This design comes from an exercise in tuning for small area, a short achievable clock period and few clock cycles on the open sky130 flow, not from production work.
No activity file was given, so power comes from the tool's default toggle rates.

the reference run:
## interp_pair
module interp_pair (
    input  wire        clk,
    input  wire        rst,
    input  wire        req_valid,
    output wire        req_ready,
    input  wire        req_unit,
    input  wire [4:0]  req_sel,
    input  wire [31:0] req_wdata,
    output reg         resp_valid,
    output reg  [31:0] resp_rdata
);
Size in the first run: about 5600 cells after synthesis, ~650 flip-flops, roughly 75 I/O pins, ~0.051 sq mm of cells after synthesis.
==> flow/config.mk <==
export PLATFORM = sky130hd
export DESIGN_NAME = interp_pair
export DESIGN_NICKNAME = interp_pair
export VERILOG_FILES = /design/flow/design.v
export SDC_FILE = /design/flow/constraint.sdc
export NUM_CORES = 4
export LEC_CHECK = 0
export CAP_MARGIN = 20
export CELL_PAD_IN_SITES_DETAIL_PLACEMENT = 1
export CELL_PAD_IN_SITES_GLOBAL_PLACEMENT = 2
export CORE_MARGIN = 2
export CORE_UTILIZATION = 30
export PLACE_DENSITY = 0.45
export SLEW_MARGIN = 20
==> flow/constraint.sdc <==
create_clock -name core_clock -period 16.0 [get_ports {clk}]
set_input_delay 3.2000 -clock core_clock [delete_from_list [all_inputs] [get_ports {clk}]]
set_output_delay 3.2000 -clock core_clock [all_outputs]
set_load 0.01 [all_outputs]
standard.sh (not shown) runs the stock make flow with config.mk's settings and CLKGATE_MAP_FILE= SYNTH_SCRIPT=/design/flow/synth_recipe.tcl, a recipe that flattens the netlist after the stock synthesis.
==> flow/flow/run.sh <==
#!/bin/bash
set -euo pipefail
MARGIN=${MARGIN:-8}
bash standard.sh SETUP_SLACK_MARGIN=$MARGIN finish > standard_make.log 2>&1
The reference run reached the final stage; the timing, DRC and antenna checks on its layout passed.
[inputs] the trial run vs the reference run
--- a/flow/design.v
+++ b/flow/design.v
@@ -235,40 +235,40 @@
     wire [31:0] clamp0 = below ? b0 : (over ? b1 : sres0);
     wire [7:0]  alpha = sres1[7:0];
     wire        bsgn  = c1[15];
     wire        we0   = r_v && !r_u;
     wire        wb01  = we0 && (r_sel == 5'h1F);
     wire [31:0] nb0   = (we0 && r_sel == 5'h12) ? r_wd :
                         wb01 ? {{16{sg0_u0 & r_wd[15]}}, r_wd[15:0]} :
-                        (b00 & {32{~z0[2]}});
+                        (b00 & {32{~z0n[2]}});
     wire [31:0] nb1   = (we0 && r_sel == 5'h13) ? r_wd :
                         wb01 ? {{16{c01s & r_wd[31]}}, r_wd[31:16]} :
-                        (b01 & {32{~z0[3]}});
-    wire        nsg   = (we0 && r_sel == 5'h1C) ? r_wd[15] : (c01[15] & ~z0[6]);
-    wire [32:0] diff_n = {nsg & nb1[31], nb1} - {nsg & nb0[31], nb0};
+                        (b01 & {32{~z0n[3]}});
+    wire        nsg   = (we0 && r_sel == 5'h1C) ? r_wd[15] : (c01[15] & ~z0n[6]);
     reg  [32:0] diff;
-    reg  [34:0] diff3;            
-    always @(posedge clk) begin
-        diff  <= diff_n;
-        diff3 <= {{2{diff_n[32]}}, diff_n} + {diff_n[32], diff_n, 1'b0};
-    end
-    wire [34:0] d1 = {{2{diff[32]}}, diff};
-    wire [34:0] d2 = {diff[32], diff, 1'b0};
-    wire [34:0] m0 = alpha[1] ? (alpha[0] ? diff3 : d2) : (alpha[0] ? d1 : 35'd0);
-    wire [34:0] m1 = alpha[3] ? (alpha[2] ? diff3 : d2) : (alpha[2] ? d1 : 35'd0);
-    wire [34:0] m2 = alpha[5] ? (alpha[4] ? diff3 : d2) : (alpha[4] ? d1 : 35'd0);
-    wire [34:0] m3 = alpha[7] ? (alpha[6] ? diff3 : d2) : (alpha[6] ? d1 : 35'd0);
-    wire [39:0] pp0 = {4'd0, ~m0[34], m0[33:0]} + 40'hAC_0000_0000;
-    wire [39:0] pp1 = {2'd0, ~m1[34], m1[33:0], 2'd0};
-    wire [39:0] pp2 = {~m2[34], m2[33:0], 4'd0};
-    wire [39:0] pp3 = {m3[33:0], 6'd0};
-    wire [39:0] ppb = {b0, {8{bsgn & diff[32]}}};
+    always @(posedge clk)
+        diff <= {nsg & nb1[31], nb1} - {nsg & nb0[31], nb0};
+    wire        dneg  = diff[32];
+    wire [39:0] pp0, pp1, pp2, pp3, pp4, pp5, pp6, pp7, ppb;
+    assign pp0 = {6'd0, ~(alpha[0] & dneg), (alpha[0] & dneg), {32{alpha[0]}} & diff[31:0]};
+    assign pp1 = {6'd0, ~(alpha[1] & dneg), {32{alpha[1]}} & diff[31:0], 1'd0};
+    assign pp2 = {5'd0, ~(alpha[2] & dneg), {32{alpha[2]}} & diff[31:0], 2'd0};
+    assign pp3 = {4'd0, ~(alpha[3] & dneg), {32{alpha[3]}} & diff[31:0], 3'd0};
+    assign pp4 = {3'd0, ~(alpha[4] & dneg), {32{alpha[4]}} & diff[31:0], 4'd0};
+    assign pp5 = {2'd0, ~(alpha[5] & dneg), {32{alpha[5]}} & diff[31:0], 5'd0};
+    assign pp6 = {1'd0, ~(alpha[6] & dneg), {32{alpha[6]}} & diff[31:0], 6'd0};
+    assign pp7 = {      ~(alpha[7] & dneg), {32{alpha[7]}} & diff[31:0], 7'd0};
+    assign ppb = {b0, {8{bsgn & dneg}}};
     wire [39:0] s1 = pp0 ^ pp1 ^ pp2, k1 = {(pp0 & pp1) | (pp0 & pp2) | (pp1 & pp2), 1'b0};
-    wire [39:0] s2 = pp3 ^ ppb ^ s1,  k2 = {(pp3 & ppb) | (pp3 & s1) | (ppb & s1), 1'b0};
-    wire [39:0] s7 = s2 ^ k2 ^ k1,    k7 = {(s2 & k2) | (s2 & k1) | (k2 & k1), 1'b0};
+    wire [39:0] s2 = pp3 ^ pp4 ^ pp5, k2 = {(pp3 & pp4) | (pp3 & pp5) | (pp4 & pp5), 1'b0};
+    wire [39:0] s3 = pp6 ^ pp7 ^ ppb, k3 = {(pp6 & pp7) | (pp6 & ppb) | (pp7 & ppb), 1'b0};
+    wire [39:0] s4 = s1 ^ k1 ^ s2,    k4 = {(s1 & k1) | (s1 & s2) | (k1 & s2), 1'b0};
+    wire [39:0] s5 = k2 ^ s3 ^ k3,    k5 = {(k2 & s3) | (k2 & k3) | (s3 & k3), 1'b0};
+    wire [39:0] s6 = s4 ^ k4 ^ s5,    k6 = {(s4 & k4) | (s4 & s5) | (k4 & s5), 1'b0};
+    wire [39:0] s7 = s6 ^ k6 ^ k5,    k7 = {(s6 & k6) | (s6 & k5) | (k6 & k5), 1'b0};
     wire [39:0] bsum;
     interp_ksadd #(.W(40)) u_bsum (.a(s7), .b(k7), .cin(1'b0), .s(bsum));
     wire [31:0] blend1 = bsum[39:8];
     wire [31:0] force0 = {2'b00, f0, 28'd0};
     wire [31:0] force1 = {2'b00, f1, 28'd0};
     wire [31:0] lane0 = do_blend ? {24'd0, alpha}
                                  : ((do_clamp ? clamp0 : add0) | force0);
### Flow results
Per the comparison of the trial run with the reference run, cell count after placement fell 98; initial antenna violation count went up; via count -650. Compared with the reference run, the trial run shows a share of final-layout standard cells stronger than drive strength 1 that is 0.78 points higher. Changes observed in the trial run relative to the reference run: post-layout worst setup margin decreased by 72 ps relative to the old numbers, largest driver fanout on the critical path decreased by 7 relative to the old numbers. Leading cell type in the layout, fill and taps excluded: sky130_fd_sc_hd__nand2_1 -> the trial run, sky130_fd_sc_hd__nor2_1 -> the reference run. From the reference run to the trial run the numbers moved as follows: parity-gate share of the synthesized area counting xor and xnor cells decreased by 0.72 points relative to the old numbers; distinct cell type count after synthesis increased by 16 relative to the old numbers; highest clock rate lower. Final design instance area without fill (the trial run over the reference run): increase, 1.2%. Result: PASS for each of the trial run and the reference run. Number of storage elements in the synthesis netlist, the trial run and the reference run, lower one = the trial run. Power density of the placed cells: the trial run lower than the reference run. Delta (the trial run minus the reference run): routing usage on met3 now smaller, synthesis-to-layout area growth now larger.
Function was not checked in any run of this note: the RTL went through the layout flow alone.

[re-timing with driven ports]
How much do the figures lean on ideal ports? The routed layouts below were timed once more, with nothing changed but the port constraints.
Step 1: set_driving_cell puts a clkbuf_16 on clk and a buf_2 on each other input, an assumption about the parent block.
Step 2 also shifts input and output timing later by t, the mid clock arrival at the registers, as if the neighbouring blocks saw the same clock.
Slacks: no drivers / after step 1 / after step 2; pairs: no drivers / after step 1.
run	shift t [ns]	setup slack, ns	worst setup path after step 2	worst slew at a driven data input, ns
the reference run	0.815	7.882 / 7.882 / 7.882	register to register	0.04
the trial run	0.812	7.811 / 7.811 / 7.480	input to register	0.06
After both steps setup and hold are still met in every run listed. The setup slack of the trial run, which loses most, moves by 0.000 ns with the drivers and by -0.331 ns with both steps.
